Background: an optimization exercise with open tools, aiming at small area, a short achievable clock period and few clock cycles per item. Do not read the settings as production practice.
Only simulation tests tie the RTL to the original design; equivalence was not proved.
Power and IR drop assume default switching activity.

==> flow/design.v <==
module lz77_enc (
    input  wire        clk,
    input  wire        rst,             
    input  wire [6:0]  cfg_window,      
    input  wire [5:0]  cfg_lookahead,   
    input  wire        in_valid,
    output wire        in_ready,
    input  wire [7:0]  in_data,
    input  wire        in_last,         
    output wire        out_valid,
    input  wire        out_ready,
    output wire [15:0] out_offset,
    output wire [15:0] out_length,
    output wire [7:0]  out_literal,
    output wire        out_last         
);
    localparam N    = 64;               
    localparam RING = 8;                
    localparam RW   = 3;                
    reg        a_valid;
    reg  [7:0] a_data;
    reg        a_last;
    reg        s_valid;                 
    reg  [7:0] s_data;                  
    reg        s_last;
    reg        msg_start;               
    reg  [6:0] win;                     
    reg  [5:0] look;                    
    reg        rdy;                     
    assign in_ready = rdy;
    wire   in_fire  = in_valid && !s_valid;
    reg  [7:0]    hist [1:N];           
    reg  [RW-1:0] rot;                  
    reg  [N:1]    m;                    
    reg  [5:0]    t;                    
    reg           t0;                   
    reg  [6:0]    lim;                  
    reg        e0_v, e0_e;
    reg  [6:0] e0_off;
    reg  [5:0] e0_len;
    reg  [7:0] e0_lit;
    reg        e0_last;
    wire room    = e0_e || out_ready;
    wire aligned = (rot == {RW{1'b0}}) || (lim == 7'd0);
    wire go      = a_valid && room && aligned;
    wire a_free  = !a_valid || go;      
    wire [N:1] eq;
    wire [N:1] init;
    reg  [7:0] lq_gt, lq_eq, lr_gt;
    always @(*) begin
        case (lim[5:3])
            3'd0: lq_gt = 8'b00000000;
            3'd1: lq_gt = 8'b00000001;
            3'd2: lq_gt = 8'b00000011;
            3'd3: lq_gt = 8'b00000111;
            3'd4: lq_gt = 8'b00001111;
            3'd5: lq_gt = 8'b00011111;
            3'd6: lq_gt = 8'b00111111;
            default: lq_gt = 8'b01111111;
        endcase
        case (lim[2:0])
            3'd0: lr_gt = 8'b00000000;
            3'd1: lr_gt = 8'b00000001;
            3'd2: lr_gt = 8'b00000011;
            3'd3: lr_gt = 8'b00000111;
            3'd4: lr_gt = 8'b00001111;
            3'd5: lr_gt = 8'b00011111;
            3'd6: lr_gt = 8'b00111111;
            default: lr_gt = 8'b01111111;
        endcase
        lq_eq = 8'b00000001 << lim[5:3];
    end
    genvar d;
    generate
        for (d = 1; d <= N; d = d + 1) begin : g_cmp
            assign eq[d]   = (hist[d] == a_data);
            assign init[d] = lim[6] || lq_gt[(d-1)/8] || (lq_eq[(d-1)/8] && lr_gt[(d-1)%8]);
        end
    endgenerate
    wire [N:1] m_eff   = (m | {N{t0}}) & init;
    wire [N:1] e       = m_eff & eq;
    wire       any     = |e;
    wire       cap_hit = (t == look);
    wire       lit     = a_last || cap_hit || !any;
    wire [N:1] m_next  = m_eff & (eq | {N{!go}});
    reg  [6:0] pe;
    integer i;
    always @(*) begin
        pe = 7'd0;
        for (i = 1; i <= N; i = i + 1)
            if (m[i]) pe = i;
    end
    wire [6:0] p_off = t0 ? 7'd0 : pe;
    wire push = go && lit;
    assign out_valid   = e0_v;
    assign out_offset  = {9'd0, e0_off};
    assign out_length  = {10'd0, e0_len};
    assign out_literal = e0_lit;
    assign out_last    = e0_last;
    wire          s_valid_next = a_free ? 1'b0 : (s_valid || in_fire);
    wire [6:0]    lim_next     = go ? (a_last ? 7'd0 : (lim == win ? lim : lim + 7'd1)) : lim;
    wire [RW-1:0] rot_next     = go ? {RW{1'b0}} : rot + 1'b1;
    integer k;
    always @(posedge clk) begin
        if (a_free)
            a_data <= s_valid ? s_data : in_data;
        if (!a_free && !s_valid) begin
            s_data <= in_data;
            s_last <= in_last;
        end
        for (k = 2; k <= N; k = k + 1)
            if ((k - 1) % RING != 0)
                hist[k] <= hist[k-1];
            else
                hist[k] <= go ? hist[k-1] : hist[k+RING-1];
        hist[1] <= go ? a_data : hist[RING];
        m <= m_next;
        if (room) begin
            e0_off  <= p_off;
            e0_len  <= t;
            e0_lit  <= a_data;
            e0_last <= a_last;
        end
    end
    always @(posedge clk) begin
        if (rst) begin
            a_valid   <= 1'b0;
            a_last    <= 1'b0;
            s_valid   <= 1'b0;
            msg_start <= 1'b1;
            win       <= 7'd1;
            look      <= 6'd1;
            rdy       <= 1'b1;
            rot       <= {RW{1'b0}};
            t         <= 6'd0;
            t0        <= 1'b1;
            lim       <= 7'd0;
            e0_v      <= 1'b0;
            e0_e      <= 1'b1;
        end else begin
            if (a_free) begin
                a_valid <= s_valid || in_fire;
                a_last  <= s_valid ? s_last : in_last;
            end
            s_valid <= s_valid_next;
            if (in_fire) begin
                msg_start <= in_last;
                if (msg_start) begin
                    win  <= cfg_window;
                    look <= cfg_lookahead;
                end
            end
            if (go) begin
                t  <= lit ? 6'd0 : t + 6'd1;
                t0 <= lit;
            end
            lim  <= lim_next;
            rot  <= rot_next;
            if (room) begin
                e0_v <= push;
                e0_e <= !push;
            end
            rdy  <= !s_valid_next;
        end
    end
endmodule
clock: 10.0 ns
lec_check: 0
abc_clock_period_in_ps: 2500
cap_margin: 20
core_margin: 2
core_utilization: 45
cts_cluster_diameter: 80
cts_cluster_size: 25
slew_margin: 20
standard.sh (not shown) runs the stock make flow with config.mk's settings and CLKGATE_MAP_FILE= SYNTH_SCRIPT=/design/flow/synth_recipe.tcl, a recipe that flattens the netlist after the stock synthesis.
==> flow/flow/run.sh <==
#!/bin/bash
set -euo pipefail
bash standard.sh SETUP_SLACK_MARGIN=6.8 "BUFFER_PORTS_ARGS=-buffer_cell sky130_fd_sc_hd__buf_2" finish > make_finish.log 2>&1
Testbench counts at the start, summed over its fixed seeds: cycles 35,415, bytes 35,399.
Edit:
--- a/flow/design.v
+++ b/flow/design.v
@@ -29,5 +29,5 @@
     reg        rdy;                     
     assign in_ready = rdy;
-    wire   in_fire  = in_valid && !s_valid;
+    wire   in_fire  = in_valid && rdy;
     reg  [7:0]    hist [1:N];           
     reg  [RW-1:0] rot;                  
@@ -36,10 +36,10 @@
     reg           t0;                   
     reg  [6:0]    lim;                  
-    reg        e0_v, e0_e;
+    reg        e0_v;
     reg  [6:0] e0_off;
     reg  [5:0] e0_len;
     reg  [7:0] e0_lit;
     reg        e0_last;
-    wire room    = e0_e || out_ready;
+    wire room    = !e0_v || out_ready;
     wire aligned = (rot == {RW{1'b0}}) || (lim == 7'd0);
     wire go      = a_valid && room && aligned;
@@ -47,30 +47,12 @@
     wire [N:1] eq;
     wire [N:1] init;
-    reg  [7:0] lq_gt, lq_eq, lr_gt;
-    always @(*) begin
-        case (lim[5:3])
-            3'd0: lq_gt = 8'b00000000;
-            3'd1: lq_gt = 8'b00000001;
-            3'd2: lq_gt = 8'b00000011;
-            3'd3: lq_gt = 8'b00000111;
-            3'd4: lq_gt = 8'b00001111;
-            3'd5: lq_gt = 8'b00011111;
-            3'd6: lq_gt = 8'b00111111;
-            default: lq_gt = 8'b01111111;
-        endcase
-        case (lim[2:0])
-            3'd0: lr_gt = 8'b00000000;
-            3'd1: lr_gt = 8'b00000001;
-            3'd2: lr_gt = 8'b00000011;
-            3'd3: lr_gt = 8'b00000111;
-            3'd4: lr_gt = 8'b00001111;
-            3'd5: lr_gt = 8'b00011111;
-            3'd6: lr_gt = 8'b00111111;
-            default: lr_gt = 8'b01111111;
-        endcase
-        lq_eq = 8'b00000001 << lim[5:3];
-    end
+    wire [7:0] lq_gt, lq_eq, lr_gt;
     genvar d;
     generate
+        for (d = 0; d < 8; d = d + 1) begin : g_lim
+            assign lq_gt[d] = (lim[5:3] > d);
+            assign lq_eq[d] = (lim[5:3] == d);
+            assign lr_gt[d] = (lim[2:0] > d);
+        end
         for (d = 1; d <= N; d = d + 1) begin : g_cmp
             assign eq[d]   = (hist[d] == a_data);
@@ -105,5 +87,5 @@
         if (a_free)
             a_data <= s_valid ? s_data : in_data;
-        if (!a_free && !s_valid) begin
+        if (!a_free && rdy) begin
             s_data <= in_data;
             s_last <= in_last;
@@ -137,5 +119,4 @@
             lim       <= 7'd0;
             e0_v      <= 1'b0;
-            e0_e      <= 1'b1;
         end else begin
             if (a_free) begin
@@ -157,8 +138,6 @@
             lim  <= lim_next;
             rot  <= rot_next;
-            if (room) begin
+            if (room)
                 e0_v <= push;
-                e0_e <= !push;
-            end
             rdy  <= !s_valid_next;
         end
=>
- The changed run ran to the end with no violations
- global-route usage rose by 0.64 points
- worst setup slack got worse by 0.11 ns
- cell count climbs by 3.2%
- worst hold slack improves by 0.0033 ns
- synthesized cell count went up by 5.4%
- combinational power came out lower by 7.2%
Testbench counts after the change, summed over its fixed seeds: cycles 35,415, bytes 35,399.

[static timing again, ports no longer ideal]
The flow's constraints put no driver on any port. The routed layouts listed below were extracted and timed again, unchanged, in two steps.
Step 1, drivers: a clkbuf_16 drives clk and a buf_2 each remaining input, both assumed.
Step 2 moves the port delays by t, midway between the first and last clock arrival at a register: inputs arrive t later, outputs are due t later. That takes back most of the time a late clock gives input paths.
a / b / c = ideal ports / drivers / drivers and shift; a / b = the first two.
| run | t (ns) | setup slack, ns | hold slack, ns | latest minus earliest clock arrival (ns) |
|---|---|---|---|---|
| the first run | 0.630 | 6.868 / 6.807 / 6.354 | 0.347 / 0.347 / 0.347 | 0.046 / 0.046 |
| the second run | 0.629 | 6.763 / 6.703 / 6.399 | 0.350 / 0.350 / 0.350 | 0.033 / 0.034 |
After both steps every run listed still meets setup and hold. For the first run, which loses most, drivers alone change the setup slack by -0.061 ns; drivers and shift together by -0.514 ns.
